Source: an optimization exercise on an open RTL-to-GDS flow (aim: small area and a short achievable clock period). Production flows keep margins and buffers that such runs may drop.
The RTL was checked by simulation tests, not by an equivalence proof against the original design.
No activity file was given, so power comes from the tool's default toggle rates.

$ cat flow/flow/run.sh
#!/bin/bash
# Standard ORFS layout, except: the port buffers are buf_1 cells rather than
# the delay cells buffer_ports picks by default, and clock tree synthesis
# adds no dummy loads and clusters up to 24 sinks per leaf buffer.
set -euo pipefail
export BUFFER_PORTS_ARGS="-buffer_cell sky130_fd_sc_hd__buf_1"
export CTS_ARGS="-sink_clustering_enable -repair_clock_nets -dont_use_dummy_load -sink_clustering_size 24 -sink_clustering_max_diameter 120"
bash standard.sh > standard_flow.log 2>&1
$ cat flow/standard.sh
#!/bin/bash
# synth_recipe.tcl (not shown) runs the flow's synth.tcl, then flattens the netlist and writes it again
# the make line also repeats each setting of config.mk as NAME=value (left out here)
make -C /OpenROAD-flow-scripts/flow DESIGN_CONFIG=/design/flow/config.mk WORK_HOME=/design/flow/orfs CLKGATE_MAP_FILE= SYNTH_SCRIPT=/design/flow/synth_recipe.tcl "${@:-finish}"
$ cat flow/config.mk
export PLATFORM = sky130hd
export DESIGN_NAME = kstc_tx
export DESIGN_NICKNAME = kstc_tx
export VERILOG_FILES = /design/flow/design.v
export SDC_FILE = /design/flow/constraint.sdc
export NUM_CORES = 4
export LEC_CHECK = 0
export CAP_MARGIN = 20
export CORE_MARGIN = 2
export CORE_UTILIZATION = 40
export SETUP_SLACK_MARGIN = 4.3
export SLEW_MARGIN = 20
$ cat flow/constraint.sdc
create_clock -name core_clock -period 6.5 [get_ports {clk}]
set_input_delay 1.3000 -clock core_clock [delete_from_list [all_inputs] [get_ports {clk}]]
set_output_delay 1.3000 -clock core_clock [all_outputs]
set_load 0.01 [all_outputs]
$ cat flow/design.v
module kstc_crc32c_step #(
    parameter [31:0] POLY = 32'h82F63B78
) (
    input  wire [31:0] crc_in,
    input  wire [7:0]  data,
    output reg  [31:0] crc_out
);
    integer i;
    always @* begin
        crc_out = crc_in ^ {24'd0, data};
        for (i = 0; i < 8; i = i + 1)
            crc_out = crc_out[0] ? ((crc_out >> 1) ^ POLY) : (crc_out >> 1);
    end
endmodule
module kstc_tx #(
    parameter MAX_PAYLOAD = 64
) (
    input  wire                     clk,
    input  wire                     rst,
    input  wire                     start,
    output wire                     ready,
    input  wire [7:0]               pri,
    input  wire [15:0]              src,
    input  wire [15:0]              dst,
    input  wire [15:0]              dspec,
    input  wire [63:0]              tid,
    input  wire [6:0]               len,
    input  wire [8*MAX_PAYLOAD-1:0] payload,
    output wire                     tx_valid,
    output wire [7:0]               tx_byte,
    input  wire                     tx_accept,
    output reg                      done,
    output reg                      ok
);
    localparam [7:0]  DELIM    = 8'h9E;
    localparam [7:0]  ESC      = 8'h8E;
    reg [7:0]               r_pri;
    reg [15:0]              r_src;
    reg [15:0]              r_dst;
    reg [15:0]              r_dspec;
    reg [63:0]              r_tid;
    reg [8*MAX_PAYLOAD-1:0] r_payload;
    reg        busy;       
    reg        idle;       
    reg        lden;       
    reg [7:0]  ob;         
    reg        ob_close;   
    reg        pend;       
    reg        pend_b4;    
    reg [7:0]  nb;         
    reg        nb_crc;     
    reg        nb_close;   
    reg        ph_hdr, ph_hcrc, ph_pay, ph_pcrc, ph_close;
    reg [7:0]  hlo;
    reg [3:0]  hhi;
    reg [7:0]  plo;
    reg [7:0]  phi;
    reg        crc_sh;     
    reg [6:0]  rem;        
    reg        zlen;       
    reg [31:0] crc;
    wire [8*28-1:0] hdr = {8'h80, 8'h00, 8'h00, 8'h00, r_tid, 64'd0,
                           r_dspec, r_dst, r_src, r_pri, 8'h00};
    reg [7:0] fetch, grp;
    integer g, l;
    always @* begin
        fetch = 8'h00;
        for (g = 0; g < 4; g = g + 1) begin
            grp = 8'h00;
            for (l = 0; l < 8; l = l + 1)
                grp = grp | (hdr[64*g + 8*l +: 8] & {8{hlo[l]}});
            fetch = fetch | (grp & {8{hhi[g]}});
        end
        for (g = 0; g < MAX_PAYLOAD / 8; g = g + 1) begin
            grp = 8'h00;
            for (l = 0; l < 8; l = l + 1)
                grp = grp | (r_payload[64*g + 8*l +: 8] & {8{plo[l]}});
            fetch = fetch | (grp & {8{phi[g]}});
        end
    end
    wire [7:0] lb     = nb_crc ? ~crc[7:0] : nb;
    wire       lb_esc = !nb_close && (lb == DELIM || lb == ESC);
    wire [31:0] crc_step;
    kstc_crc32c_step u_crc (
        .crc_in  (crc),
        .data    (nb),
        .crc_out (crc_step)
    );
    assign ready    = idle;
    assign tx_valid = busy;
    assign tx_byte  = ob;
    always @(posedge clk) begin
        if (rst) begin
            busy <= 1'b0;
            idle <= 1'b1;
            lden <= 1'b1;
            done <= 1'b0;
        end else if (!busy) begin
            busy <= start;
            idle <= !start;
            lden <= !start;
            done <= 1'b0;
        end else begin
            busy <= tx_accept && !ob_close;
            idle <= !tx_accept || ob_close;
            lden <= !tx_accept || ob_close || (!pend && nb_close);
            done <= !tx_accept || ob_close;
        end
        ok <= tx_accept;
        if (lden) begin
            r_pri     <= pri;
            r_src     <= src;
            r_dst     <= dst;
            r_dspec   <= dspec;
            r_tid     <= tid;
            r_payload <= payload;
        end
        if (lden) begin
            ob       <= DELIM;
            ob_close <= 1'b0;
            pend     <= 1'b0;
            nb       <= 8'h00;       
            nb_crc   <= 1'b0;
            nb_close <= 1'b0;
            ph_hdr   <= 1'b1;
            ph_hcrc  <= 1'b0;
            ph_pay   <= 1'b0;
            ph_pcrc  <= 1'b0;
            ph_close <= 1'b0;
            hlo      <= 8'b0000_0010;    
            hhi      <= 4'b0001;
            plo      <= 8'b0000_0000;
            phi      <= 8'b0000_0000;
            crc_sh   <= 1'b0;
            rem      <= len;
            zlen     <= (len == 7'd0);
            crc      <= 32'hFFFFFFFF;
        end else if (pend) begin
            ob   <= pend_b4 ? ~DELIM : ~ESC;
            pend <= 1'b0;
        end else begin
            ob       <= nb_close ? DELIM : (lb_esc ? ESC : lb);
            pend     <= lb_esc;
            pend_b4  <= lb[4];
            ob_close <= nb_close;
            crc      <= crc_sh ? {8'hFF, crc[31:8]} : crc_step;
            nb       <= fetch;
            nb_crc   <= ph_hcrc || ph_pcrc;
            crc_sh   <= ph_hcrc || ph_pcrc || ph_close;
            nb_close <= ph_close;
            hlo      <= {hlo[6:0], hlo[7]};
            plo      <= {plo[6:0], plo[7]};
            if (ph_hdr) begin
                if (hlo[7])
                    hhi <= {hhi[2:0], 1'b0};
                if (hhi[3] && hlo[3]) begin      
                    ph_hdr  <= 1'b0;
                    ph_hcrc <= 1'b1;
                    hhi     <= 4'b0000;
                    hlo     <= 8'b0000_0001;
                end
            end
            if (ph_hcrc && hlo[3]) begin
                ph_hcrc <= 1'b0;
                ph_pay  <= !zlen;
                ph_pcrc <= zlen;
                hlo     <= {7'd0, zlen};
                plo     <= {7'd0, !zlen};
                phi     <= {7'd0, !zlen};
            end
            if (ph_pay) begin
                rem <= rem - 1'b1;
                if (plo[7])
                    phi <= {phi[6:0], 1'b0};
                if (rem == 7'd1) begin
                    ph_pay  <= 1'b0;
                    ph_pcrc <= 1'b1;
                    plo     <= 8'b0000_0000;
                    phi     <= 8'b0000_0000;
                    hlo     <= 8'b0000_0001;
                end
            end
            if (ph_pcrc && hlo[3]) begin
                ph_pcrc  <= 1'b0;
                ph_close <= 1'b1;
            end
            if (ph_close)
                ph_close <= 1'b0;
        end
    end
endmodule
==> impl_metrics.yaml, run 1 <==
logic_synthesis:
  synth_cell_types: 58
  synth_ff_type: "edfxtp_1"
  postSynthAreaPerCell_sq_um: 16.4
  yosys_warnings: 6
  yosys_register_bits: 732
  synth_area_leaders: "edfxtp_1, a22oi_1, dfxtp_1, nand4_1, clkbuf_1"
  synthCells: 1665
  synth_common_cells: "edfxtp_1, a22oi_1, clkbuf_1"
  synth-edff-count: 641
  synthesis.nets: 2310
  yosysSeqAreaShare_pct: 77.1
  syn-cell-area_sq_um: 27300
  yosys.area.top_type: "edfxtp_1"
  synth_most_common_cell: "edfxtp_1"
  ys_async_sr_fraction_pct: 0
  synth_top_area_share_pct: 70.4
route:
  post_drt_wl_per_cell_um: 28.1
  routed_wl_um: 89700
  viasPerCell: 5.71
  drtIter0Drc: 1958
  ant_nets: 0
  drc: 0
  dr.pass1.iters: 5
  vias: 18200
global_route:
  grt_overflow: 0
  grt.total_usage_pct: 24.6
  grt_antenna_before_repair: 38
  grt_pass1_vias: 18400
  grt_max_degree: 96
  grt_pass1_wl_um: 125000
pwr:
  leakage_nw: 10.5
  power_mw: 10.3
  clockPowerShare_pct: 23.5
  powerDensity_nw_per_um2: 319
  seq_power_share_pct: 55.8
  vdd_ir_drop_max_uv: 235
  intPower_mw: 7.71
  p_switching_mw: 2.64
  sw_frac_of_total_pct: 25.5
  comb_power_share_pct: 20.7
floorplan:
  dieHeight_um: 265
  die-area_sq_um: 70400
  start_util_pct: 40.5
  ios: 655
  rows: 95
  core_sq_um: 67400
  chipWidth_um: 265
job:
  cap_viol_max_count: 0
worst_setup_path:
  crit_fanout: 1
  max_stage_delay_ps: 360
  crit_type: "reg2out"
  crit_chain: "buf_6"
  crit_family: "flip-flops"
  crit_path_end_kind: "output pin"
  crit_required_ps: 5200
  cp_slowest_cell: "dfxtp_2"
  cp-start-kind: "flip-flop"
  crit_arrival_ps: 1020
  crit_buf_inv: 1
timing:
  worst_slew_pin_slew_ps: 1090
  timing.hold.ws_ps: 502
  finClkSkew_ps: 75.5
  rsz0062_at_grt: "true"
  slew_headroom_pct: 27.6
  slew_violations: 0
  final-hold-violation-count: 0
  fin_crit_ps: 2320
  setup_viol: 0
  fin_crit_sh_pct: 35.7
  max_clock_freq_ghz: 0.431
  setup_tns_ps: 0
finish:
  area_growth_pct: 18.8
  fillers: 5895
  layoutNonFillerInstCount: 3187
  seqCellArea_sq_um: 21200
  multiInputGateArea_sq_um: 6020
  drive_above_1_share_pct: 7.73
  layout.nets: 2938
outcome:
  outcome: "finished clean"
place:
  dpl.cell_count: 3098
  dp_hpwl_um: 63100
  place_congestion: 0.869
  portBuffers: 654
cts:
  clk_path_buf_depth: 3
  htree_num_levels: 2
  cts_tree: "built"
  cts_sinks: 732
  clk_pin_slew_worst_paths_ps: 110
  clk_latency_ps: 590
  root_buffer: "clkbuf_16"
  tritoncts.num_buffers: 37
worst_hold_path:
  hold_path.class: "reg2reg"
[layout make-up]
type                    count  share of cell area [%]
diodes                     23                   0.177
clock buffers              37                    2.85
inverters                  11                   0.139
multi-input cells         806                    18.6
flip-flops and latches    732                    65.2
well taps                 873                    3.37
repair buffers            705                    9.73
[layer usage]
layer	vias up	wire [um]	track usage (%)	share of wire (%)
met5	-	214	0	0.24
met1	9075	33900	31.1	38
li1	8003	-	-	-
met3	163	8620	6.43	9.6
met4	36	2310	6.83	2.6
met2	936	44600	41.8	50
[cell usage in the layout (no fill, tap or decap), drive strengths merged, types with 6 or more instances in the layout]
cell type / Yosys / final
a22oi: 345 / 345
nand3: 12 / 12
clkbuf: 98 / 38
xnor3: 8 / 8
nor2: 65 / 65
xnor2: 51 / 51
xor2: 11 / 11
a22o: 6 / 6
and4: 9 / 9
diode: 0 / 23
dfxtp: 91 / 91
edfxtp: 641 / 641
o211ai: 8 / 8
buf: 18 / 703
inv: 11 / 10
o21ai: 32 / 32
a222oi: 16 / 16
nand4: 73 / 73
nand2: 40 / 40
nor3: 23 / 23
a21oi: 40 / 40
[through the flow]
| step | setup slack, ps | cell area [sq um] | utilization (%) |
|---|---|---|---|
| finish | 4180 | 32400 | 48.1 |
| global route | 4130 | 32400 | 48.1 |
| CTS | 4120 | 32100 | 47.6 |
| detailed placement | 3620 | 30700 | 45.5 |
| global placement | 3680 | 30700 | 45.5 |
| floorplan | 922 | 27400 | - |
[power groups by stage]
stage	Clock, mW	Sequential, mW	Combinational (mW)
after floorplan	0	5.90	1.31
after global placement	0	5.85	1.82
after detailed placement	0	5.86	1.82
after CTS	2.48	5.76	1.98
after global routing	2.63	5.81	2.32
final	2.43	5.77	2.14
[sequential cells by signal, summed over array words and instances, names as in the netlist, 4 cells and up]
register	count
r_payload	512
r_tid	64
crc	32
r_dspec	16
r_dst	16
r_src	16
hlo	8
nb	8
ob	8
phi	8
plo	8
r_pri	8
rem	7
hhi	4
[cells by family after synthesis]
family / count (synthesis) / synth area share (%)
xor+xnor: 74 / 3.48
mux: 2 / 0.0733
compound gates: 474 / 12.6
flops: 732 / 77.1
buf+inv: 127 / 1.74
simple gates: 254 / 4.86
fa+ha+maj: 2 / 0.0916
[final timing paths]
check	start	to	slack, ps	cells after the start
worst max-delay path	ob[4]	tx_byte[4]	4180	1
worst min-delay path	ob_close	ob_close	500	2
worst max register to register	plo[6]	nb[7]	4350	6
worst min register to register	ob_close	ob_close	500	2
[timing repair]
item,4_1_cts,5_1_grt
gates resized for setup,91,35
buffers inserted,16,11
gates cloned,1,1
hold buffers,0,0
pin swaps,11,16
setup endpoints to repair,319,131
==> inputs of run 2 (changes only) <==
--- a/flow/config.mk
+++ b/flow/config.mk
@@ -11,2 +11,3 @@
 export SETUP_SLACK_MARGIN = 4.3
 export SLEW_MARGIN = 20
+export TNS_END_PERCENT = 10
==> run 2 against run 1 <==
Still clean. Sequential share of layout area increased by 0.37 points. Via count increased by 0.83%. Cell count increased by 0.13%. Clock skew increased by 5.7 ps. Total power decreased by 0.48%. Setup slack got worse by 37 ps. Maximum frequency decreased by 1.6%. Critical path type is now reg2reg. Largest power group unchanged.
==> impl_metrics.yaml, run 2 <==
outcome:
  outcome: "finished clean"
place:
  place_area_sq_um: 30600
  pre_cts_ws_ps: 3880
  place_congestion: 0.898
  portBuffers: 654
  dp_hpwl_um: 61900
global_route:
  grt.total_usage_pct: 24.4
  grt_antenna_before_repair: 40
  grt_max_degree: 216
  grt_pass1_vias: 18400
  grt_overflow: 0
  grt_pass1_wl_um: 126000
logic_synthesis:
  yosys_warnings: 6
  yosys.area.top_type: "edfxtp_1"
  synth_most_common_cell: "edfxtp_1"
  postSynthAreaPerCell_sq_um: 16.4
  synth_cell_types: 58
  synth_top_area_share_pct: 70.4
  synthCells: 1665
  synthesis.nets: 2310
  synth_area_leaders: "edfxtp_1, a22oi_1, dfxtp_1, nand4_1, clkbuf_1"
  synth-edff-count: 641
  yosys_register_bits: 732
  synth_common_cells: "edfxtp_1, a22oi_1, clkbuf_1"
  syn-cell-area_sq_um: 27300
  ys_async_sr_fraction_pct: 0
  yosysSeqAreaShare_pct: 77.1
  synth_ff_type: "edfxtp_1"
timing:
  final-hold-violation-count: 0
  setup_tns_ps: 0
  fin_crit_ps: 2360
  max_clock_freq_ghz: 0.424
  fin_crit_sh_pct: 36.3
  rsz0062_at_grt: "true"
  slew_violations: 0
  setup_ws_ps: 4140
  finClkSkew_ps: 81.2
  slew_headroom_pct: 37.5
  setup_viol: 0
  worst_slew_pin_slew_ps: 938
finish:
  largest_register_ffs: 512
  top_register: "r_payload"
  fillers: 5886
  final_common_cell: "buf_1"
  reg_top3: "r_payload: 512 flops, r_tid: 64 flops, crc: 32 flops"
  layout.nets: 2936
  area_growth_pct: 18.0
  layout_common_cells: "buf_1, edfxtp_1, a22oi_1, nand4_1, nor2_1"
  drive_above_1_share_pct: 6.95
  finalInstanceArea_sq_um: 32200
worst_setup_path:
  crit_type: "reg2reg"
  startpoint: "hlo[2]"
  crit_arrival_ps: 2740
  crit_required_ps: 6880
  max_stage_delay_ps: 780
  crit_path_end_kind: "flip-flop"
  crit_chain: "a22oi_1 -> nand4_1 -> a222oi_1 -> a221oi_1"
  cp-start-kind: "flip-flop"
  r2r_start: "hlo[2]"
  crit_fanout: 18
  cp_slowest_cell: "a222oi_1"
floorplan:
  start_util_pct: 40.5
  ios: 655
  chipWidth_um: 265
  rows: 95
  dieHeight_um: 265
  core_sq_um: 67400
  die-area_sq_um: 70400
route:
  vias: 18400
  drtIter0Drc: 2139
  wl_met3_um: 8360
  routed_wl_um: 89900
  ant_nets: 0
  post_drt_wl_per_cell_um: 28.2
  viasPerCell: 5.76
  highest_layer: "met5"
  wl_met1_um: 34700
  dr.pass1.iters: 8
  wl_met2_um: 44100
  drc: 0
pwr:
  leakage_nw: 10.5
  vdd_ir_drop_max_uv: 194
  powerDensity_nw_per_um2: 319
cts:
  cts_tree: "built"
  cts_hold_buf: 0
  clk_pin_slew_worst_paths_ps: 100
  cts_sinks: 732
  htree_num_levels: 2
  clk_latency_ps: 600
  tritoncts.num_buffers: 36
  root_buffer: "clkbuf_16"
  clk_path_buf_depth: 3
worst_hold_path:
  hold_path.class: "reg2reg"
  min_from: "ob_close"
job:
  cap_viol_max_count: 0
-- run 2: cell counts after synthesis --
Identical to the previous run, type by type.
-- run 2: cells by family after synthesis --
kind of cell / share of synthesized area, %
flops: 77.1
compound gates: 12.6
simple gates: 4.86
buf+inv: 1.74
xor+xnor: 3.48
mux: 0.0733
fa+ha+maj: 0.0916
-- run 2: metrics by stage --
step	power [mW]	std cells	hold slack (ps)	utilization [%]
after floorplan	7.21	1665	434	-
after global placement	7.67	3093	482	45.5
after detailed placement	7.68	3093	472	45.5
after CTS	10.1	3132	481	47.1
after global routing	10.7	3182	527	47.8
final	10.3	3191	475	47.8
-- run 2: per-layer routing --
| metal | global-route usage [%] | up-vias |
|---|---|---|
| li1 | - | 8001 |
| met1 | 31.4 | 9191 |
| met2 | 40.6 | 995 |
| met3 | 6.02 | 152 |
| met4 | 8.11 | 26 |
| met5 | 0 | - |
-- run 2: power by group --
part / leakage [nW] / switching (mW) / internal (mW)
clock network: 0.444 / 1.41 / 0.998
logic: 2.70 / 1.02 / 1.09
registers: 7.31 / 0.213 / 5.56
total: 10.5 / 2.65 / 7.65
-- run 2: layout make-up --
type                            count  area [sq um]  area share, %
Inverter                           11          41.3          0.128
Multi-Input combinational cell    806          5930           18.4
Antenna cell                       29          72.6          0.225
Clock buffer                       36           901           2.79
Timing Repair Buffer              704          3070           9.53
Sequential cell                   732         21100           65.6
Tap cell                          873          1090           3.39
-- run 2: worst max-delay path, delay by kind of cell, from the launching register on --
family / cells / cell delay [ps]
compound gates: 3 / 1200
flops: 1 / 490
simple gates: 1 / 480
-- run 2: timing repair --
item                       in CTS  in global routing
setup buffers                   3                 27
pin swaps                       5                 17
gates resized for setup        41                 34
setup endpoints to repair     176                318
gates cloned                    0                  2
-- run 2: worst paths after layout --
check / end / slack [ps] / cells past startpoint
hold / removal: ob_close / 470 / 2
hold reg to reg: ob_close / 470 / 2
setup reg to reg: nb[2] / 4140 / 4
setup / recovery: nb[2] / 4140 / 4
==> inputs of run 3 (changes only) <==
--- a/flow/config.mk
+++ b/flow/config.mk
@@ -11,3 +11,3 @@
 export SETUP_SLACK_MARGIN = 4.3
 export SLEW_MARGIN = 20
-export TNS_END_PERCENT = 10
+export TNS_END_PERCENT = 50
==> run 3 against run 2 <==
Still clean on timing, DRC and antenna. Clock-buffer cell count up 1. Utilization grew 0.47 points. Die area unchanged. Cell area grew 0.98%. Sequential power is essentially flat. Cell count grew 0.34%. Sequential cell count did not move. Synthesized cell count is the same. Hold slack better by 12 ps. Clock skew is 7.5 ps higher. Largest cell class unchanged.
==> impl_metrics.yaml, run 3 <==
worst_setup_path:
  crit_buf_inv: 1
  crit_type: "reg2out"
  r2r_start: "crc[5]"
  crit_fanout: 1
  crit_arrival_ps: 1030
  max_stage_delay_ps: 330
  rr_endpoint: "crc[20]"
  crit_family: "flip-flops"
  cp-start-kind: "flip-flop"
  r2r_setup_slack_ps: 4320
  crit_chain: "buf_6"
  crit_required_ps: 5200
  crit_path_end_kind: "output pin"
  cp_slowest_cell: "dfxtp_2"
  reg2reg_depth: 6
floorplan:
  dieHeight_um: 265
  start_util_pct: 40.5
  ios: 655
  core_sq_um: 67400
  die-area_sq_um: 70400
  rows: 95
  chipWidth_um: 265
route:
  wl_met3_um: 7860
  drtIter0Drc: 2072
  routed_wl_um: 90800
  drc: 0
  vias: 18400
  highest_layer: "met5"
  wl_met2_um: 44800
  ant_nets: 0
  wl_met1_um: 35800
  dr.pass1.iters: 6
  viasPerCell: 5.73
  post_drt_wl_per_cell_um: 28.4
cts:
  htree_num_levels: 2
  root_buffer: "clkbuf_16"
  clk_pin_slew_worst_paths_ps: 100
  clk_path_buf_depth: 3
  cts_hold_buf: 0
  cts_sinks: 732
  clk_latency_ps: 600
  tritoncts.num_buffers: 37
  cts_tree: "built"
global_route:
  grt.total_usage_pct: 24.6
  grt_overflow: 0
  grt_pass1_vias: 18300
  grt_antenna_before_repair: 36
  grt_pass1_wl_um: 126000
  grt_max_degree: 129
finish:
  fillers: 5889
  layout_common_cells: "buf_1, edfxtp_1, a22oi_1, nand4_1, nor2_1"
  multiInputGateArea_sq_um: 6000
  drive_above_1_share_pct: 8.06
  layoutNonFillerInstCount: 3202
  area_growth_pct: 19.2
  seqCellArea_sq_um: 21100
  final_common_cell: "buf_1"
  top_register: "r_payload"
  postLayoutCoreUtil_pct: 48.3
  finalInstanceArea_sq_um: 32600
  largest_register_ffs: 512
  layout.nets: 2954
  reg_top3: "r_payload: 512 flops, r_tid: 64 flops, crc: 32 flops"
logic_synthesis:
  synth_ff_type: "edfxtp_1"
  yosysSeqAreaShare_pct: 77.1
  yosys.area.top_type: "edfxtp_1"
  synth_top_area_share_pct: 70.4
  ys_async_sr_fraction_pct: 0
  synth_cell_types: 58
  synthCells: 1665
  synth_common_cells: "edfxtp_1, a22oi_1, clkbuf_1"
  syn-cell-area_sq_um: 27300
  synthesis.nets: 2310
  synth_most_common_cell: "edfxtp_1"
  synth-edff-count: 641
  postSynthAreaPerCell_sq_um: 16.4
  yosys_register_bits: 732
  synth_area_leaders: "edfxtp_1, a22oi_1, dfxtp_1, nand4_1, clkbuf_1"
  yosys_warnings: 6
timing:
  worst_slew_pin_slew_ps: 763
  setup_viol: 0
  fin_crit_ps: 2330
  slew_headroom_pct: 49.0
  slew_violations: 0
  setup_tns_ps: 0
  max_clock_freq_ghz: 0.429
  final-hold-violation-count: 0
  timing.hold.ws_ps: 487
  rsz0062_at_grt: "true"
  finClkSkew_ps: 88.7
  fin_crit_sh_pct: 35.8
worst_hold_path:
  hold_path.class: "reg2reg"
  whs_endpoint: "ob_close"
  hold_depth: 2
  min_from: "ob_close"
job:
  cap_viol_max_count: 0
place:
  place_area_sq_um: 30700
  place_congestion: 0.893
  dpl.cell_count: 3099
  portBuffers: 654
  dp_hpwl_um: 62600
pwr:
  vdd_ir_drop_max_uv: 207
  powerDensity_nw_per_um2: 320
  leakage_nw: 10.6
outcome:
  outcome: "finished clean"
run 3: cells by family (layout without fill, tap and decap cells):
group                      Yosys count  in the layout  share of synthesized area (%)
AOI/OAI and AO/OA                  474            474                           12.6
xor gates and xnor gates            74             74                           3.48
adders and majority gates            2              2                         0.0916
buffers and inverters              127            769                           1.74
DFF                                732            732                           77.1
muxes                                2              2                         0.0733
other                                0             22                              0
and+or+nand+nor                    254            254                           4.86
run 3: layout make-up:
type                    count  share of cell area (%)
flip-flops and latches    732                    64.9
multi-input cells         806                    18.4
repair buffers            721                    10.1
well taps                 873                    3.35
clock buffers              37                    2.84
diodes                     22                   0.169
inverters                  11                   0.127
run 3: tightest hold or removal path: cells and delay by family, from the launching register on:
family	cells	cell delay, ps
compound gates	1	50
flops	1	340
simple gates	1	60
run 3: worst max-delay path by stage:
| stage | from | end | slack [ps] | depth (start not counted) |
|---|---|---|---|---|
| floorplan | lden | rem[0] | 920 | 4 |
| CTS | ob[4] | tx_byte[4] | 4080 | 1 |
| finish | idle | ready | 4170 | 1 |
| global route | idle | ready | 4140 | 1 |
| detailed placement | lden | r_tid[22] | 3490 | 2 |
| global placement | lden | r_tid[20] | 3570 | 2 |
run 3: per-stage QoR:
stage	power (mW)	worst slack [ps]
5_1_grt	10.8	4140
3_5_place_dp	7.68	3490
3_3_place_gp	7.66	3570
2_1_floorplan	7.21	922
4_1_cts	10.1	4080
6_report	10.4	4170
run 3: what timing repair did:
| action | 4_1_cts | 5_1_grt |
|---|---|---|
| pin swaps | 1 | 26 |
| setup endpoints to repair | 391 | 180 |
| gates resized for setup | 14 | 104 |
| cloned | 1 | 0 |
| setup buffers | 4 | 39 |
run 3: power by group:
group	total [mW]	switching, mW	internal, mW
clock	2.44	1.42	1.02
sequential	5.77	0.204	5.56
combinational	2.20	1.05	1.15
run 3: per-layer routing:
layer  vias to the layer above  global-route usage, %
li1                       8032                      -
met1                      9252                   31.6
met2                       897                   41.2
met3                       142                   6.06
met4                        30                   7.34
met5                         -                      0
==> inputs of run 4 (changes only) <==
--- a/flow/config.mk
+++ b/flow/config.mk
@@ -8,6 +8,5 @@
 export CAP_MARGIN = 20
 export CORE_MARGIN = 2
-export CORE_UTILIZATION = 40
+export CORE_UTILIZATION = 60
 export SETUP_SLACK_MARGIN = 4.3
 export SLEW_MARGIN = 20
-export TNS_END_PERCENT = 50
==> run 4 against run 3 <==
Still clean. Register-to-register slack worse by 90 ps. Setup slack lost 20 ps. Combinational power about the same. Die area shrank 33%. Non-clock buffer count decreased by 11. Maximum frequency down 0.84%. Area after synthesis is the same. Sequential power hardly changed. Wire length shrank 5.7%. Total power shrank 0.74%. Critical path type unchanged. Critical endpoint is now tx_valid. Highest routed layer unchanged.
==> impl_metrics.yaml, run 4 <==
pwr:
  clockPowerShare_pct: 22.9
  leakage_nw: 10.5
  p_switching_mw: 2.63
  vdd_ir_drop_max_uv: 282
  comb_power_share_pct: 21.4
  sw_frac_of_total_pct: 25.5
  powerDensity_nw_per_um2: 323
  intPower_mw: 7.70
  seq_power_share_pct: 55.8
finish:
  top_register: "r_payload"
  largest_register_ffs: 512
  seqCellArea_sq_um: 21100
  final_common_cell: "buf_1"
  fillers: 3072
  area_growth_pct: 17.3
  postLayoutCoreUtil_pct: 70.9
  layout.nets: 2942
  finalInstanceArea_sq_um: 32000
  multiInputGateArea_sq_um: 5960
  reg_top3: "r_payload: 512 flops, r_tid: 64 flops, crc: 32 flops"
  layout_common_cells: "buf_1, edfxtp_1, a22oi_1, nand4_1, nor2_1"
  drive_above_1_share_pct: 7.23
logic_synthesis:
  yosys_register_bits: 732
  yosysSeqAreaShare_pct: 77.1
  yosys.area.top_type: "edfxtp_1"
  postSynthAreaPerCell_sq_um: 16.4
  synth_common_cells: "edfxtp_1, a22oi_1, clkbuf_1"
  synth_ff_type: "edfxtp_1"
  synthesis.nets: 2310
  yosys_warnings: 6
  synthCells: 1665
  synth_area_leaders: "edfxtp_1, a22oi_1, dfxtp_1, nand4_1, clkbuf_1"
  synth-edff-count: 641
  synth_cell_types: 58
  synth_most_common_cell: "edfxtp_1"
  synth_top_area_share_pct: 70.4
  ys_async_sr_fraction_pct: 0
  syn-cell-area_sq_um: 27300
global_route:
  grt_pass1_vias: 17700
  grt_antenna_before_repair: 44
  grt_overflow: 0
  grt_max_degree: 104
  grt_pass1_wl_um: 119000
  grt.total_usage_pct: 35.4
route:
  drtIter0Drc: 2353
  routed_wl_um: 85600
  dr.pass1.iters: 7
  post_drt_wl_per_cell_um: 29.2
  ant_nets: 0
  viasPerCell: 6.29
  vias: 18400
  drc: 0
worst_setup_path:
  r2r_start: "nb[2]"
  reg2reg_depth: 8
  crit_required_ps: 5200
  critPathCapture: "tx_valid"
  crit_type: "reg2out"
  crit_family: "flip-flops"
  crit_fanout: 4
  crit_path_end_kind: "output pin"
  r2r_setup_slack_ps: 4230
  cp.depth: 1
  max_stage_delay_ps: 370
  crit_arrival_ps: 1050
  cp_slowest_cell: "dfxtp_2"
  rr_endpoint: "crc[20]"
  cp-start-kind: "flip-flop"
  crit_buf_inv: 1
  crit_chain: "buf_6"
  startpoint: "busy"
timing:
  rsz0062_at_grt: "true"
  setup_viol: 0
  final-hold-violation-count: 0
  finClkSkew_ps: 35.0
  worst_slew_pin_slew_ps: 963
  setup_tns_ps: 0
  slew_violations: 0
  slew_headroom_pct: 35.8
  fin_crit_ps: 2350
  setup_ws_ps: 4150
  fin_crit_sh_pct: 36.1
  max_clock_freq_ghz: 0.426
place:
  pre_cts_ws_ps: 3440
  portBuffers: 654
  place_area_sq_um: 30300
  dp_hpwl_um: 60000
  place_congestion: 0.899
job:
  cap_viol_max_count: 0
floorplan:
  die-area_sq_um: 47300
  dieHeight_um: 217
  chipWidth_um: 217
  core_sq_um: 45200
  ios: 655
  start_util_pct: 60.5
  rows: 78
cts:
  cts_hold_buf: 0
  htree_num_levels: 2
  clk_pin_slew_worst_paths_ps: 90
  cts_tree: "built"
  cts_sinks: 732
  clk_latency_ps: 580
  root_buffer: "clkbuf_16"
  tritoncts.num_buffers: 36
  clk_path_buf_depth: 3
outcome:
  outcome: "finished clean"
worst_hold_path:
  hold_depth: 2
  hold_path.class: "reg2reg"
## run 4: cell count changes in the layout (fill, tap and decap cells not counted), moves of 2 or more
cell       before  now
a22oi_1       340  345
a22oi_2         5    0
buf_1         645  642
buf_12          9    7
buf_2           0    7
buf_4          40   31
buf_8           8    5
clkbuf_16      38   36
dfxtp_1        57   59
dfxtp_2        21   19
diode_2        22   38
## run 4: cells by family (layout without fill, tap and decap cells)
group | after synthesis | after routing | synth area share, %
buffers and inverters | 127 | 757 | 1.74
AO/OA/AOI/OAI | 474 | 474 | 12.6
other | 0 | 38 | 0
XOR/XNOR | 74 | 74 | 3.48
flip-flops | 732 | 732 | 77.1
multiplexers | 2 | 2 | 0.0733
AND/OR/NAND/NOR | 254 | 254 | 4.86
adder cells (fa/ha/maj) | 2 | 2 | 0.0916
## run 4: cell type report
type,instances,share of cell area (%)
Sequential cell,732,66.0
Multi-Input combinational cell,806,18.6
Timing Repair Buffer,710,9.83
Clock buffer,36,2.81
Tap cell,600,2.34
Antenna cell,38,0.297
Inverter,11,0.129
## run 4: worst min path at each step
stage / from / to / slack, ps
floorplan: ob_close / ob_close / 430
global placement: ob_close / ob_close / 450
detailed placement: ob_close / ob_close / 460
CTS: ob_close / ob_close / 470
global route: ob_close / ob_close / 500
finish: ob_close / ob_close / 460
## run 4: power by group through the flow
stage / sequential (mW) / combinational, mW / clock (mW)
global placement: 5.84 / 1.77 / 0
global route: 5.80 / 2.37 / 2.55
finish: 5.76 / 2.21 / 2.36
detailed placement: 5.86 / 1.80 / 0
floorplan: 5.90 / 1.31 / 0
CTS: 5.76 / 1.95 / 2.38
## run 4: what timing repair did
action                     4_1_cts  5_1_grt
buffers inserted                15       19
cloned                           1        0
pin swaps                        8       20
gates resized for setup         63       36
setup endpoints to repair      642      174
## run 4: per-layer routing
| metal | global-route usage (%) | share of wire (%) |
|---|---|---|
| met4 | 14.0 | 3.5 |
| met5 | 0 | 0.17 |
| met2 | 58.8 | 50 |
| met1 | 45.4 | 36 |
| met3 | 8.62 | 9.6 |
## run 4: metrics by stage
stage                     std cells  hold slack, ps  power [mW]
after floorplan                1665             434        7.21
after global placement         2823             450        7.62
after detailed placement       2824             457        7.66
after CTS                      2876             470        10.1
final                          2933             463        10.3
after global routing           2921             504        10.7
==> inputs of run 5 (changes only) <==
--- a/flow/config.mk
+++ b/flow/config.mk
@@ -8,5 +8,5 @@
 export CAP_MARGIN = 20
 export CORE_MARGIN = 2
-export CORE_UTILIZATION = 60
-export SETUP_SLACK_MARGIN = 4.3
+export CORE_UTILIZATION = 40
+export SETUP_SLACK_MARGIN = 3.9
 export SLEW_MARGIN = 20
==> run 5 against run 4 <==
Combinational power is 18% lower. Maximum frequency shrank 7.6%. Sequential cell count is the same. Sequential power about the same. Area after synthesis is the same. Total power decreased by 3.2%. Wire length rose by 2.8%. Setup slack worse by 190 ps. Utilization is 24 points lower. Cell area is 1.1% lower. Largest cell class unchanged. Largest power group unchanged.
==> impl_metrics.yaml, run 5 <==
outcome:
  outcome: "finished clean"
pwr:
  leakage_nw: 10.2
  vdd_ir_drop_max_uv: 237
  powerDensity_nw_per_um2: 316
route:
  post_drt_wl_per_cell_um: 27.8
  drc: 0
  dr.pass1.iters: 8
  vias: 18000
  drtIter0Drc: 1855
  ant_nets: 0
  routed_wl_um: 88000
  viasPerCell: 5.70
timing:
  rsz0062_at_grt: "false"
  final-hold-violation-count: 0
  slew_violations: 0
  setup_tns_ps: 0
  max_clock_freq_ghz: 0.393
  setup_viol: 0
  finClkSkew_ps: 76.4
  slew_headroom_pct: 26.7
  worst_slew_pin_slew_ps: 1100
  fin_crit_ps: 2540
  fin_crit_sh_pct: 39.1
worst_setup_path:
  crit_type: "reg2reg"
  cp-start-kind: "flip-flop"
  crit_fanout: 44
  crit_arrival_ps: 2990
  crit_required_ps: 6950
  crit_path_end_kind: "flip-flop"
logic_synthesis:
  synth_area_leaders: "edfxtp_1, a22oi_1, dfxtp_1, nand4_1, clkbuf_1"
  yosys.area.top_type: "edfxtp_1"
  synth_top_area_share_pct: 70.4
  postSynthAreaPerCell_sq_um: 16.4
  synthCells: 1665
  synth-edff-count: 641
  synthesis.nets: 2310
  synth_common_cells: "edfxtp_1, a22oi_1, clkbuf_1"
  syn-cell-area_sq_um: 27300
  yosysSeqAreaShare_pct: 77.1
  yosys_register_bits: 732
  synth_cell_types: 58
  synth_ff_type: "edfxtp_1"
  yosys_warnings: 6
  ys_async_sr_fraction_pct: 0
  synth_most_common_cell: "edfxtp_1"
finish:
  postLayoutCoreUtil_pct: 47.0
  seqCellArea_sq_um: 21100
  final_common_cell: "buf_1"
  multiInputGateArea_sq_um: 5810
  finalInstanceArea_sq_um: 31700
  fillers: 5975
  area_growth_pct: 16.0
  layout_common_cells: "buf_1, edfxtp_1, a22oi_1, dfxtp_1, nand4_1"
  largest_register_ffs: 512
  top_register: "r_payload"
  layout.nets: 2909
  drive_above_1_share_pct: 4.07
  reg_top3: "r_payload: 512 flops, r_tid: 64 flops, crc: 32 flops"
floorplan:
  start_util_pct: 40.5
  ios: 655
  rows: 95
  chipWidth_um: 265
  die-area_sq_um: 70400
  dieHeight_um: 265
  core_sq_um: 67400
global_route:
  grt_antenna_before_repair: 40
  grt_max_degree: 190
  grt_pass1_vias: 18300
  grt_overflow: 0
  grt.total_usage_pct: 24.4
  grt_pass1_wl_um: 124000
worst_hold_path:
  hold_path.class: "reg2reg"
cts:
  clk_path_buf_depth: 3
  post_cts_buffers: 0
  root_buffer: "clkbuf_16"
  tritoncts.num_buffers: 37
  cts_sinks: 732
  clk_latency_ps: 600
  htree_num_levels: 2
  clk_pin_slew_worst_paths_ps: 110
  cts_tree: "built"
place:
  place_area_sq_um: 30700
  place_congestion: 0.869
  dp_hpwl_um: 63100
  portBuffers: 654
job:
  cap_viol_max_count: 0
-- run 5: changes by cell type in the layout (fill, tap and decap cells not counted), moves of 3 or more --
cell     before  now
buf_4        31   16
buf_12        7    1
buf_1       642  654
xnor2_2       5    8
dfxtp_4      13    9
diode_2      38   26
dfxtp_2      19    1
buf_6        15    4
xnor2_4       9    2
dfxtp_1      59   81
buf_2         7    0
buf_8         5    1
xnor2_1      37   41
-- run 5: worst paths after layout --
check	from	to	slack, ps	depth (start not counted)
setup / recovery	plo[0]	nb[7]	3960	6
hold / removal	ob_close	ob_close	500	2
setup reg to reg	plo[0]	nb[7]	3960	6
hold reg to reg	ob_close	ob_close	500	2
-- run 5: through the flow --
step	power [mW]	std cells	worst slack, ps	hold slack, ps
after floorplan	7.21	1665	922	434
after global placement	7.66	3098	3680	475
after detailed placement	7.68	3098	3620	490
after CTS	10.1	3135	3920	507
after global routing	10.4	3152	3900	520
final	10.0	3161	3960	503
-- run 5: logic make-up (layout without fill, tap and decap cells) --
| kind of cell | Yosys count | count (layout) | synth area share, % |
|---|---|---|---|
| compound gates | 474 | 474 | 12.6 |
| simple gates | 254 | 254 | 4.86 |
| mux | 2 | 2 | 0.0733 |
| xor+xnor | 74 | 74 | 3.48 |
| fa+ha+maj | 2 | 2 | 0.0916 |
| other cells | 0 | 26 | 0 |
| flops | 732 | 732 | 77.1 |
| buf+inv | 127 | 724 | 1.74 |
-- run 5: power breakdown --
| group | leakage (nW) | total [mW] | switching, mW | internal (mW) |
|---|---|---|---|---|
| Clock | 0.456 | 2.43 | 1.40 | 1.02 |
| Sequential | 7.30 | 5.75 | 0.192 | 5.56 |
| Combinational | 2.45 | 1.82 | 0.923 | 0.899 |
| Total | 10.2 | 10.0 | 2.52 | 7.48 |
-- run 5: repair_timing --
item | 4_1_cts | 5_1_grt
pin swaps | 0 | 0
gates cloned | 0 | 0
setup endpoints to repair | 188 | 95
gates resized for setup | 5 | 5
hold buffers | 0 | 0
-- run 5: metal layers --
metal,routed length [um],track usage [%],vias to the layer above
li1,-,-,7943
met1,34000,31.2,9034
met2,43900,41.3,882
met3,7950,6.01,138
met4,2040,6.78,32
met5,177,0,-
-- run 5: final cells by class --
cell class,instances,area share (%)
sequential,732,66.6
inverter,11,0.130
multi-input combinational,806,18.3
tap,873,3.45
antenna,26,0.205
timing repair buffer,676,8.38
clock buffer,37,2.92
-- run 5: worst max-delay path, cell delays in order (launching register included) --
cell      delay (ps)
dfxtp_4          450
buf_4            380
a22oi_1          290
nand4_1          260
a221oi_2         540
and4_1           320
a21oi_1           80
==> inputs of run 6 (changes only) <==
--- a/flow/config.mk
+++ b/flow/config.mk
@@ -9,4 +9,4 @@
 export CORE_MARGIN = 2
 export CORE_UTILIZATION = 40
-export SETUP_SLACK_MARGIN = 3.9
+export SETUP_SLACK_MARGIN = 4.1
 export SLEW_MARGIN = 20
==> run 6 against run 5 <==
Cell area increased by 0.71%. Die area unchanged. Critical path depth is 2 lower. Maximum frequency increased by 7.6%. Cell count increased by 0.22%. Still clean. Clock power barely moved. Largest power group unchanged. Via count increased by 0.26%. Critical endpoint is now hlo[1]. Clock-buffer cell count is the same. Synthesized cell count is the same. Register-to-register slack better by 180 ps. Utilization increased by 0.34 points. Sequential power hardly changed.
==> impl_metrics.yaml, run 6 <==
logic_synthesis:
  postSynthAreaPerCell_sq_um: 16.4
  synth_area_leaders: "edfxtp_1, a22oi_1, dfxtp_1, nand4_1, clkbuf_1"
  synth-edff-count: 641
  yosys_warnings: 6
  yosysSeqAreaShare_pct: 77.1
  synth_cell_types: 58
  synth_ff_type: "edfxtp_1"
  yosys.area.top_type: "edfxtp_1"
  synthMuxAreaShare_pct: 0.0733
  synth-simple-area-share_pct: 4.86
  synth_compound_area_share_pct: 12.6
  synthesis.nets: 2310
  synthCells: 1665
  synth_common_cells: "edfxtp_1, a22oi_1, clkbuf_1"
  synth_xor_xnor_area_share_pct: 3.48
  ys_async_sr_fraction_pct: 0
  syn-cell-area_sq_um: 27300
  synthAdderAreaFrac_pct: 0.0916
  synth_top_area_share_pct: 70.4
  synth_top_family_by_area: "compound AO/OA/AOI/OAI gates"
  yosys_register_bits: 732
  synth_most_common_cell: "edfxtp_1"
cts:
  cts_sinks: 732
  cts_tree: "built"
  clk_pin_slew_worst_paths_ps: 110
  tritoncts.num_buffers: 37
  root_buffer: "clkbuf_16"
  clk_path_buf_depth: 3
  clk_latency_ps: 590
  htree_num_levels: 2
route:
  post_drt_wl_per_cell_um: 27.8
  highest_layer: "met5"
  drtIter0Drc: 1991
  wl_met1_um: 33600
  ant_nets: 0
  drc: 0
  wl_met2_um: 43700
  vias: 18100
  viasPerCell: 5.71
  routed_wl_um: 88200
  wl_met3_um: 8690
  dr.pass1.iters: 7
worst_setup_path:
  crit_type: "reg2reg"
  crit_buf_inv: 1
  max_stage_delay_ps: 810
  crit_fanout: 45
  crit_chain: "buf_4 -> a221oi_2 -> and2_0 -> a221o_1"
  crit_required_ps: 6950
  crit_arrival_ps: 2810
  crit_family: "flip-flops"
  crit_path_end_kind: "flip-flop"
  cp-start-kind: "flip-flop"
  cp_slowest_cell: "dfxtp_2"
pwr:
  clockPowerShare_pct: 24.1
  vdd_ir_drop_max_uv: 236
  leakage_nw: 10.3
  powerDensity_nw_per_um2: 315
  intPower_mw: 7.53
  seq_power_share_pct: 57.2
  power_mw: 10.1
  sw_frac_of_total_pct: 25.2
  p_switching_mw: 2.54
  comb_power_share_pct: 18.7
place:
  place_congestion: 0.869
  dp_hpwl_um: 63100
  place_area_sq_um: 30700
  portBuffers: 654
timing:
  fin_crit_sh_pct: 36.4
  final-hold-violation-count: 0
  worst_slew_pin_slew_ps: 1090
  slew_violations: 0
  slew_headroom_pct: 27.2
  fin_crit_ps: 2360
  setup_tns_ps: 0
  max_clock_freq_ghz: 0.423
  setup_viol: 0
  finClkSkew_ps: 73.1
  rsz0062_at_grt: "true"
floorplan:
  core_sq_um: 67400
  chipWidth_um: 265
  dieHeight_um: 265
  die-area_sq_um: 70400
  ios: 655
  start_util_pct: 40.5
  rows: 95
finish:
  largest_register_ffs: 512
  layout.nets: 2918
  fillers: 5949
  reg_top3: "r_payload: 512 flops, r_tid: 64 flops, crc: 32 flops"
  area_growth_pct: 16.8
  seqCellArea_sq_um: 21100
  multiInputGateArea_sq_um: 5890
  drive_above_1_share_pct: 5.06
  top_register: "r_payload"
  postLayoutCoreUtil_pct: 47.4
  final_common_cell: "buf_1"
  layout_common_cells: "buf_1, edfxtp_1, a22oi_1, dfxtp_1, nand4_1"
  finalInstanceArea_sq_um: 31900
global_route:
  grt_antenna_before_repair: 40
  grt_pass1_vias: 18300
  grt.total_usage_pct: 24.4
  grt_overflow: 0
  grt_max_degree: 190
  grt_pass1_wl_um: 124000
worst_hold_path:
  hold_path.class: "reg2reg"
job:
  cap_viol_max_count: 0
outcome:
  outcome: "finished clean"
-- run 6: cell counts after synthesis --
Identical to the previous run, type by type.
-- run 6: power by group through the flow --
stage | clock, mW | sequential, mW | combinational (mW)
6_report | 2.42 | 5.76 | 1.88
5_1_grt | 2.63 | 5.80 | 2.06
4_1_cts | 2.48 | 5.75 | 1.84
3_5_place_dp | 0 | 5.86 | 1.82
3_3_place_gp | 0 | 5.85 | 1.82
2_1_floorplan | 0 | 5.90 | 1.31
-- run 6: kinds of logic (layout without fill, tap and decap cells) --
kind of cell	count (synthesis)	in the layout
flip-flops	732	732
AO/OA/AOI/OAI	474	474
AND/OR/NAND/NOR	254	254
buffers and inverters	127	733
XOR/XNOR	74	74
adder cells (fa/ha/maj)	2	2
multiplexers	2	2
other	0	24
-- run 6: per-stage QoR --
step                      std cells  setup slack [ps]  hold WS (ps)
after floorplan                1665               922           434
after global placement         3098              3680           475
after detailed placement       3098              3620           490
after CTS                      3135              4040           507
after global routing           3161              4030           520
final                          3168              4140           505
-- run 6: area by class of cell --
cell class | count | share of cell area, %
flip-flops and latches | 732 | 66.1
multi-input cells | 806 | 18.4
repair buffers | 685 | 8.75
well taps | 873 | 3.42
clock buffers | 37 | 2.90
diodes | 24 | 0.188
inverters | 11 | 0.141
-- run 6: repair_timing --
| item | 4_1_cts | 5_1_grt |
|---|---|---|
| buffers inserted | 0 | 9 |
| pin swaps | 0 | 4 |
| setup endpoints to repair | 293 | 109 |
| endpoints found under the hold margin | 0 | 0 |
| gates resized for setup | 23 | 22 |
| hold buffers | 0 | 0 |
-- run 6: tightest hold or removal path, delay by kind of cell, from the launching register on --
kind | cells | cell delay (ps)
AOI/OAI and AO/OA | 1 | 50
DFF | 1 | 340
and+or+nand+nor | 1 | 70
-- run 6: final timing paths --
path,to,startpoint,slack [ps],cells past startpoint
setup / recovery,hlo[1],pend,4140,4
hold / removal,ob_close,ob_close,500,2
setup reg to reg,hlo[1],pend,4140,4
hold reg to reg,ob_close,ob_close,500,2
-- run 6: metal layers --
layer,up-vias,GRT usage (%)
li1,7957,-
met1,8997,31.1
met2,951,41.4
met3,139,6.05
met4,32,6.73
met5,-,0
==> inputs of run 7 (changes only) <==
--- a/flow/config.mk
+++ b/flow/config.mk
@@ -9,4 +9,4 @@
 export CORE_MARGIN = 2
 export CORE_UTILIZATION = 40
-export SETUP_SLACK_MARGIN = 4.1
+export SETUP_SLACK_MARGIN = 4.7
 export SLEW_MARGIN = 20
==> run 7 against run 6 <==
Still clean. Clock power barely moved. Setup slack improved by 9.8 ps. Die area did not move. Sequential share of layout area fell by 5.4 points. Sequential cell count did not move. Cell count rose by 4.5%. Area after synthesis did not move.
==> impl_metrics.yaml, run 7 <==
pwr:
  powerDensity_nw_per_um2: 320
  comb_power_share_pct: 26.4
  clockPowerShare_pct: 21.7
  sw_frac_of_total_pct: 26.9
  intPower_mw: 8.16
  power_mw: 11.2
  seq_power_share_pct: 51.9
  vdd_ir_drop_max_uv: 276
  p_switching_mw: 3.00
  leakage_nw: 11.6
logic_synthesis:
  synth_area_leaders: "edfxtp_1, a22oi_1, dfxtp_1, nand4_1, clkbuf_1"
  yosys_warnings: 6
  synth-edff-count: 641
  synth_cell_types: 58
  synthesis.nets: 2310
  synthCells: 1665
  synth_most_common_cell: "edfxtp_1"
  synth_common_cells: "edfxtp_1, a22oi_1, clkbuf_1"
  ys_async_sr_fraction_pct: 0
  postSynthAreaPerCell_sq_um: 16.4
  syn-cell-area_sq_um: 27300
  yosys.area.top_type: "edfxtp_1"
  synth_top_area_share_pct: 70.4
  yosys_register_bits: 732
  yosysSeqAreaShare_pct: 77.1
  synth_ff_type: "edfxtp_1"
finish:
  layout.nets: 3071
  drive_above_1_share_pct: 17.8
  largest_register_ffs: 512
  layout_common_cells: "buf_1, edfxtp_1, a22oi_1, buf_4, nand4_1"
  multiInputGateArea_sq_um: 6640
  fillers: 5628
  area_growth_pct: 27.8
  top_register: "r_payload"
  reg_top3: "r_payload: 512 flops, r_tid: 64 flops, crc: 32 flops"
  final_common_cell: "buf_1"
  seqCellArea_sq_um: 21200
place:
  place_congestion: 0.880
  portBuffers: 654
  dp_hpwl_um: 62800
timing:
  max_clock_freq_ghz: 0.425
  fin_crit_ps: 2350
  worst_slew_pin_slew_ps: 999
  slew_violations: 0
  final-hold-violation-count: 0
  fin_crit_sh_pct: 36.2
  rsz0062_at_grt: "true"
  setup_viol: 0
  setup_tns_ps: 0
  finClkSkew_ps: 85.4
  timing.hold.ws_ps: 508
  slew_headroom_pct: 33.3
route:
  viasPerCell: 5.89
  drtIter0Drc: 2332
  dr.pass1.iters: 7
  drc: 0
  vias: 19500
  ant_nets: 0
  post_drt_wl_per_cell_um: 30.7
  routed_wl_um: 102000
worst_setup_path:
  cp-start-kind: "flip-flop"
  cp.depth: 1
  max_stage_delay_ps: 330
  crit_type: "reg2out"
  crit_family: "flip-flops"
  crit_chain: "buf_6"
  crit_arrival_ps: 1050
  crit_buf_inv: 1
  crit_fanout: 1
  cp_slowest_cell: "dfxtp_2"
  crit_required_ps: 5200
  crit_path_end_kind: "output pin"
  reg2reg_depth: 8
floorplan:
  die-area_sq_um: 70400
  core_sq_um: 67400
  dieHeight_um: 265
  start_util_pct: 40.5
  ios: 655
  rows: 95
  chipWidth_um: 265
global_route:
  grt.total_usage_pct: 27.7
  grt_pass1_wl_um: 139000
  grt_overflow: 0
  grt_max_degree: 98
  grt_antenna_before_repair: 24
  grt_pass1_vias: 19700
cts:
  clk_pin_slew_worst_paths_ps: 110
  tritoncts.num_buffers: 36
  cts_tree: "built"
  htree_num_levels: 2
  clk_latency_ps: 610
  cts_sinks: 732
  root_buffer: "clkbuf_16"
  cts_hold_buf: 0
  clk_path_buf_depth: 3
worst_hold_path:
  hold_path.class: "reg2reg"
  hold_depth: 2
outcome:
  outcome: "finished clean"
job:
  cap_viol_max_count: 0
==> run 7: cell count changes in the layout (fill, tap and decap cells not counted), sizes merged <==
| cell | before | now |
|---|---|---|
| bufbuf | 0 | 6 |
| diode | 24 | 15 |
| clkbuf | 37 | 38 |
| inv | 10 | 11 |
| clkinvlp | 1 | 0 |
| buf | 685 | 831 |
==> run 7: area by class of cell <==
| cell class | count | area share, % |
|---|---|---|
| sequential | 732 | 60.7 |
| multi-input combinational | 806 | 19.0 |
| timing repair buffer | 839 | 14.3 |
| tap | 873 | 3.13 |
| clock buffer | 36 | 2.58 |
| inverter | 11 | 0.133 |
| antenna | 15 | 0.107 |
==> run 7: cell families after synthesis <==
kind of cell / count (synthesis) / synth area share [%]
AOI/OAI and AO/OA: 474 / 12.6
adders and majority gates: 2 / 0.0916
DFF: 732 / 77.1
muxes: 2 / 0.0733
xor gates and xnor gates: 74 / 3.48
buffers and inverters: 127 / 1.74
and+or+nand+nor: 254 / 4.86
==> run 7: final timing paths <==
check,from,to,slack (ps)
setup reg to reg,nb[1],crc[19],4180
hold / removal,crc[14],crc[6],510
setup / recovery,ob[7],tx_byte[7],4150
hold reg to reg,crc[14],crc[6],510
==> run 7: per-layer routing <==
metal  vias to the layer above  GRT usage (%)  part of all wire, %
met4                        20           10.3                  3.7
met5                         -              0                 0.12
met1                      9785           34.6                   37
met3                       207           6.91                   10
li1                       8270              -                    -
met2                      1217           46.8                   49
==> run 7: per-stage QoR <==
step	instances	cell area (sq um)	utilization, %	setup slack (ps)
floorplan	1665	27400	-	922
global placement	3099	30700	45.5	3790
detailed placement	3099	30700	45.5	3740
CTS	3267	34200	50.8	4120
global route	3309	34900	51.8	4110
finish	3312	34900	51.8	4150
==> run 7: what timing repair did <==
| action | 4_1_cts | 5_1_grt |
|---|---|---|
| gates resized for setup | 281 | 89 |
| buffers inserted | 116 | 28 |
| gates cloned | 16 | 2 |
| pin swaps | 106 | 73 |
| setup endpoints to repair | 700 | 317 |
==> run 7: power groups by stage <==
| stage | Combinational [mW] | Sequential [mW] | Clock (mW) |
|---|---|---|---|
| floorplan | 1.31 | 5.90 | 0 |
| global placement | 1.81 | 5.86 | 0 |
| detailed placement | 1.81 | 5.87 | 0 |
| CTS | 2.37 | 5.78 | 2.46 |
| global route | 3.11 | 5.82 | 2.61 |
| finish | 2.95 | 5.79 | 2.42 |
==> inputs of run 8 (changes only) <==
--- a/flow/config.mk
+++ b/flow/config.mk
@@ -9,4 +9,4 @@
 export CORE_MARGIN = 2
 export CORE_UTILIZATION = 40
-export SETUP_SLACK_MARGIN = 4.7
+export SETUP_SLACK_MARGIN = 4.5
 export SLEW_MARGIN = 20
==> run 8 against run 7 <==
Still clean. Combinational power fell by 15%. Clock skew grew 1.0 ps. Register-to-register slack gained 170 ps. Critical path type unchanged. Highest routed layer unchanged.
==> impl_metrics.yaml, run 8 <==
outcome:
  outcome: "finished clean"
timing:
  slew_violations: 0
  timing.hold.ws_ps: 503
  setup_tns_ps: 0
  rsz0062_at_grt: "true"
  slew_headroom_pct: 33.1
  fin_crit_sh_pct: 36.1
  fin_crit_ps: 2350
  setup_viol: 0
  finClkSkew_ps: 86.4
  final-hold-violation-count: 0
  worst_slew_pin_slew_ps: 1000
  max_clock_freq_ghz: 0.426
  setup_ws_ps: 4150
finish:
  layout.nets: 2990
  largest_register_ffs: 512
  layoutNonFillerInstCount: 3236
  area_growth_pct: 21.6
  drive_above_1_share_pct: 11.4
  layout_common_cells: "buf_1, edfxtp_1, a22oi_1, nand4_1, buf_4"
  top_register: "r_payload"
  reg_top3: "r_payload: 512 flops, r_tid: 64 flops, crc: 32 flops"
  final_common_cell: "buf_1"
logic_synthesis:
  yosys.area.top_type: "edfxtp_1"
  synth_ff_type: "edfxtp_1"
  yosys_register_bits: 732
  syn-cell-area_sq_um: 27300
  ys_async_sr_fraction_pct: 0
  synth_top_area_share_pct: 70.4
  yosys_warnings: 6
  synth-edff-count: 641
  synth_area_leaders: "edfxtp_1, a22oi_1, dfxtp_1, nand4_1, clkbuf_1"
  postSynthAreaPerCell_sq_um: 16.4
  synthCells: 1665
  synth_most_common_cell: "edfxtp_1"
  synth_cell_types: 58
  synth_common_cells: "edfxtp_1, a22oi_1, clkbuf_1"
  synthesis.nets: 2310
  yosysSeqAreaShare_pct: 77.1
cts:
  root_buffer: "clkbuf_16"
  clk_pin_slew_worst_paths_ps: 110
  cts_sinks: 732
  htree_num_levels: 2
  cts_tree: "built"
  tritoncts.num_buffers: 36
  clk_latency_ps: 600
  clk_path_buf_depth: 3
floorplan:
  rows: 95
  chipWidth_um: 265
  start_util_pct: 40.5
  dieHeight_um: 265
  core_sq_um: 67400
  die-area_sq_um: 70400
  ios: 655
global_route:
  grt_antenna_before_repair: 32
  grt_max_degree: 171
  grt_pass1_vias: 18700
  grt_pass1_wl_um: 127000
  grt.total_usage_pct: 25.0
  grt_overflow: 0
worst_setup_path:
  crit_path_end_kind: "output pin"
  crit_chain: "buf_6"
  crit_buf_inv: 1
  cp-start-kind: "flip-flop"
  crit_type: "reg2out"
  cp_slowest_cell: "dfxtp_2"
  crit_family: "flip-flops"
  crit_fanout: 1
  r2r_start: "crc[3]"
  startpoint: "ob[0]"
  crit_required_ps: 5200
  max_stage_delay_ps: 330
  crit_arrival_ps: 1050
pwr:
  vdd_ir_drop_max_uv: 275
  powerDensity_nw_per_um2: 322
  leakage_nw: 10.9
  power_mw: 10.7
place:
  dp_hpwl_um: 63000
  portBuffers: 654
  place_congestion: 0.885
  dpl.cell_count: 3098
  pre_cts_ws_ps: 3770
route:
  vias: 18700
  routed_wl_um: 92500
  viasPerCell: 5.77
  drc: 0
  ant_nets: 0
  dr.pass1.iters: 8
  post_drt_wl_per_cell_um: 28.6
  drtIter0Drc: 2035
job:
  cap_viol_max_count: 0
worst_hold_path:
  hold_path.class: "reg2reg"
  min_from: "ob_close"
## run 8: cell counts after synthesis
No cell type changed its count.
## run 8: metrics by stage
| stage | util (%) | area [sq um] |
|---|---|---|
| 3_3_place_gp | 45.5 | 30700 |
| 5_1_grt | 49.3 | 33200 |
| 4_1_cts | 48.4 | 32600 |
| 2_1_floorplan | - | 27400 |
| 3_5_place_dp | 45.5 | 30700 |
| 6_report | 49.3 | 33200 |
## run 8: cells by family after synthesis
kind of cell	after synthesis	share of synthesized area, %
flip-flops	732	77.1
AO/OA/AOI/OAI	474	12.6
AND/OR/NAND/NOR	254	4.86
buffers and inverters	127	1.74
XOR/XNOR	74	3.48
multiplexers	2	0.0733
adder cells (fa/ha/maj)	2	0.0916
## run 8: worst paths after layout
check,endpoint,slack [ps],cells past startpoint
max,tx_byte[0],4150,1
min,ob_close,500,2
min reg2reg,ob_close,500,2
max reg2reg,crc[18],4350,8
## run 8: where the power goes
part / internal (mW) / leakage, nW / switching (mW)
clock network: 0.997 / 0.444 / 1.42
registers: 5.56 / 7.31 / 0.219
logic: 1.35 / 3.15 / 1.16
## run 8: final cells by class
class                           count  area (sq um)
Fill cell                        5807         34200
Clock buffer                       36           901
Inverter                           11          41.3
Sequential cell                   732         21200
Tap cell                          873          1090
Multi-Input combinational cell    806          6200
Timing Repair Buffer              758          3750
Antenna cell                       20          50.0
## run 8: per-layer routing
layer  vias up  track usage (%)  routed length (um)
li1       8095                -                   -
met1      9365             32.5               36400
met2      1022             42.6               45400
met3       153             5.53                8060
met4        22             6.29                2480
met5         -                0                 145
## run 8: timing repair
action,in CTS,in global routing
setup endpoints to repair,306,200
cloned,1,4
buffers inserted,54,23
pin swaps,41,37
resized for setup,148,57
hold buffers,0,0
==> inputs of run 9 (changes only) <==
--- a/flow/config.mk
+++ b/flow/config.mk
@@ -9,4 +9,4 @@
 export CORE_MARGIN = 2
 export CORE_UTILIZATION = 40
-export SETUP_SLACK_MARGIN = 4.5
+export SETUP_SLACK_MARGIN = 4.4
 export SLEW_MARGIN = 20
==> run 9 against run 8 <==
Clock power about the same. Sequential power about the same. Synthesized cell count unchanged. Utilization decreased by 0.60 points. Clock-buffer cell count unchanged. Register-to-register slack about the same. Critical path depth unchanged. Sequential share of layout area increased by 0.76 points.
==> impl_metrics.yaml, run 9 <==
floorplan:
  rows: 95
  ios: 655
  chipWidth_um: 265
  core_sq_um: 67400
  die-area_sq_um: 70400
  start_util_pct: 40.5
  dieHeight_um: 265
place:
  dp_hpwl_um: 63000
  place_congestion: 0.885
  place_area_sq_um: 30700
  portBuffers: 654
pwr:
  comb_power_share_pct: 22.3
  sw_frac_of_total_pct: 25.9
  power_mw: 10.5
  powerDensity_nw_per_um2: 321
  vdd_ir_drop_max_uv: 233
  seq_power_share_pct: 54.9
  clockPowerShare_pct: 22.8
  intPower_mw: 7.80
  leakage_nw: 10.7
  p_switching_mw: 2.73
finish:
  final_common_cell: "buf_1"
  area_growth_pct: 20.1
  fillers: 5861
  reg_top3: "r_payload: 512 flops, r_tid: 64 flops, crc: 32 flops"
  layout_common_cells: "buf_1, edfxtp_1, a22oi_1, nand4_1, nor2_1"
  drive_above_1_share_pct: 9.81
  postLayoutCoreUtil_pct: 48.7
  layout.nets: 2970
  finalInstanceArea_sq_um: 32800
  largest_register_ffs: 512
  top_register: "r_payload"
logic_synthesis:
  synth-edff-count: 641
  synth_most_common_cell: "edfxtp_1"
  yosys.area.top_type: "edfxtp_1"
  syn-cell-area_sq_um: 27300
  postSynthAreaPerCell_sq_um: 16.4
  yosys_register_bits: 732
  synthCells: 1665
  synth_area_leaders: "edfxtp_1, a22oi_1, dfxtp_1, nand4_1, clkbuf_1"
  synth_top_family_by_area: "compound AO/OA/AOI/OAI gates"
  synth_common_cells: "edfxtp_1, a22oi_1, clkbuf_1"
  synth_xor_xnor_area_share_pct: 3.48
  synth_cell_types: 58
  synthesis.nets: 2310
  synthAdderAreaFrac_pct: 0.0916
  synth_top_area_share_pct: 70.4
  synth_ff_type: "edfxtp_1"
  synthMuxAreaShare_pct: 0.0733
  synth_compound_area_share_pct: 12.6
  yosysSeqAreaShare_pct: 77.1
  synth-simple-area-share_pct: 4.86
  yosys_warnings: 6
  ys_async_sr_fraction_pct: 0
timing:
  timing.hold.ws_ps: 500
  slew_headroom_pct: 28.9
  worst_slew_pin_slew_ps: 1070
  final-hold-violation-count: 0
  fin_crit_sh_pct: 36.1
  fin_crit_ps: 2350
  setup_tns_ps: 0
  max_clock_freq_ghz: 0.426
  finClkSkew_ps: 86.8
  slew_violations: 0
  rsz0062_at_grt: "true"
  setup_viol: 0
worst_setup_path:
  crit_chain: "buf_6"
  crit_buf_inv: 1
  cp_slowest_cell: "dfxtp_2"
  crit_family: "flip-flops"
  reg2reg_depth: 5
  max_stage_delay_ps: 330
  crit_fanout: 1
  cp.depth: 1
  crit_required_ps: 5200
  crit_type: "reg2out"
  cp-start-kind: "flip-flop"
  crit_path_end_kind: "output pin"
  crit_arrival_ps: 1050
global_route:
  grt_pass1_vias: 18500
  grt.total_usage_pct: 24.8
  grt_max_degree: 171
  grt_overflow: 0
  grt_antenna_before_repair: 31
  grt_pass1_wl_um: 126000
worst_hold_path:
  hold_depth: 2
  hold_path.class: "reg2reg"
route:
  drtIter0Drc: 2030
  viasPerCell: 5.72
  drc: 0
  ant_nets: 0
  vias: 18400
  dr.pass1.iters: 5
  routed_wl_um: 90600
  post_drt_wl_per_cell_um: 28.2
cts:
  clk_path_buf_depth: 3
  cts_tree: "built"
  root_buffer: "clkbuf_16"
  clk_latency_ps: 600
  cts_sinks: 732
  tritoncts.num_buffers: 36
  clk_pin_slew_worst_paths_ps: 100
  htree_num_levels: 2
job:
  cap_viol_max_count: 0
outcome:
  outcome: "finished clean"
run 9: cell counts after synthesis:
No cell type changed its count.
run 9: cell families (layout without fill, tap and decap cells):
family | Yosys count | in the layout
buffers and inverters | 127 | 785
other | 0 | 20
xor gates and xnor gates | 74 | 74
adders and majority gates | 2 | 2
muxes | 2 | 2
AOI/OAI and AO/OA | 474 | 474
DFF | 732 | 732
and+or+nand+nor | 254 | 254
run 9: routing by layer:
| metal | vias up | track usage, % | share of wire [%] |
|---|---|---|---|
| met5 | - | 0 | 0.14 |
| met4 | 20 | 6.86 | 2.8 |
| met3 | 148 | 5.51 | 8.8 |
| met2 | 991 | 41.8 | 49 |
| met1 | 9190 | 32.4 | 39 |
| li1 | 8058 | - | - |
run 9: final timing paths:
check           start  slack [ps]    endpoint
max             ob[0]        4150  tx_byte[0]
min          ob_close         500    ob_close
max reg2reg    hlo[7]        4340       nb[1]
min reg2reg  ob_close         500    ob_close
run 9: area by class of cell:
| type | count | area [sq um] | share of cell area [%] |
|---|---|---|---|
| flip-flops and latches | 732 | 21200 | 64.5 |
| multi-input cells | 806 | 6080 | 18.5 |
| repair buffers | 738 | 3480 | 10.6 |
| well taps | 873 | 1090 | 3.33 |
| clock buffers | 36 | 901 | 2.74 |
| diodes | 20 | 50.0 | 0.152 |
| inverters | 11 | 41.3 | 0.126 |
run 9: per-stage QoR:
step / setup slack (ps) / instances
2_1_floorplan: 922 / 1665
3_3_place_gp: 3730 / 3097
3_5_place_dp: 3770 / 3098
4_1_cts: 4110 / 3168
5_1_grt: 4120 / 3212
6_report: 4150 / 3216
run 9: power by group through the flow:
| stage | combinational (mW) | sequential [mW] | clock, mW |
|---|---|---|---|
| final | 2.35 | 5.78 | 2.41 |
| after global routing | 2.51 | 5.82 | 2.61 |
| after detailed placement | 1.84 | 5.87 | 0 |
| after CTS | 2.10 | 5.77 | 2.47 |
| after global placement | 1.83 | 5.86 | 0 |
| after floorplan | 1.31 | 5.90 | 0 |
run 9: repair_timing:
| action | in CTS | in global routing |
|---|---|---|
| endpoints found under the setup margin | 301 | 118 |
| pin swaps | 25 | 37 |
| gates resized for setup | 113 | 56 |
| gates cloned | 1 | 1 |
| setup buffers | 33 | 27 |
| hold buffers | 0 | 0 |

afterwards: timing with drivers on the ports:
The flow's constraints put no driver on any port. The routed layouts listed below were extracted and timed again, unchanged, in two steps.
Step 1, drivers: a clkbuf_16 drives clk and a buf_2 each remaining input, both assumed.
Step 2 also shifts input and output timing later by t, the mid clock arrival at the registers, as if the neighbouring blocks saw the same clock.
Slacks: ideal ports / drivers / drivers and shift; pairs: ideal ports / drivers.
run	t, ns	setup slack, ns	clock arrival spread, ns
run 1	0.621	4.177 / 4.113 / 4.177	0.076 / 0.076
run 2	0.633	4.140 / 4.125 / 4.140	0.082 / 0.081
run 3	0.627	4.170 / 4.099 / 4.217	0.089 / 0.089
run 4	0.623	4.150 / 4.089 / 4.200	0.042 / 0.042
run 5	0.625	3.958 / 3.958 / 3.958	0.077 / 0.077
run 6	0.624	4.136 / 4.086 / 4.136	0.073 / 0.074
run 7	0.637	4.146 / 4.077 / 4.178	0.085 / 0.085
run 8	0.623	4.151 / 4.086 / 4.182	0.087 / 0.086
run 9	0.623	4.153 / 4.087 / 4.185	0.087 / 0.087
After both steps every run listed still meets setup and hold.
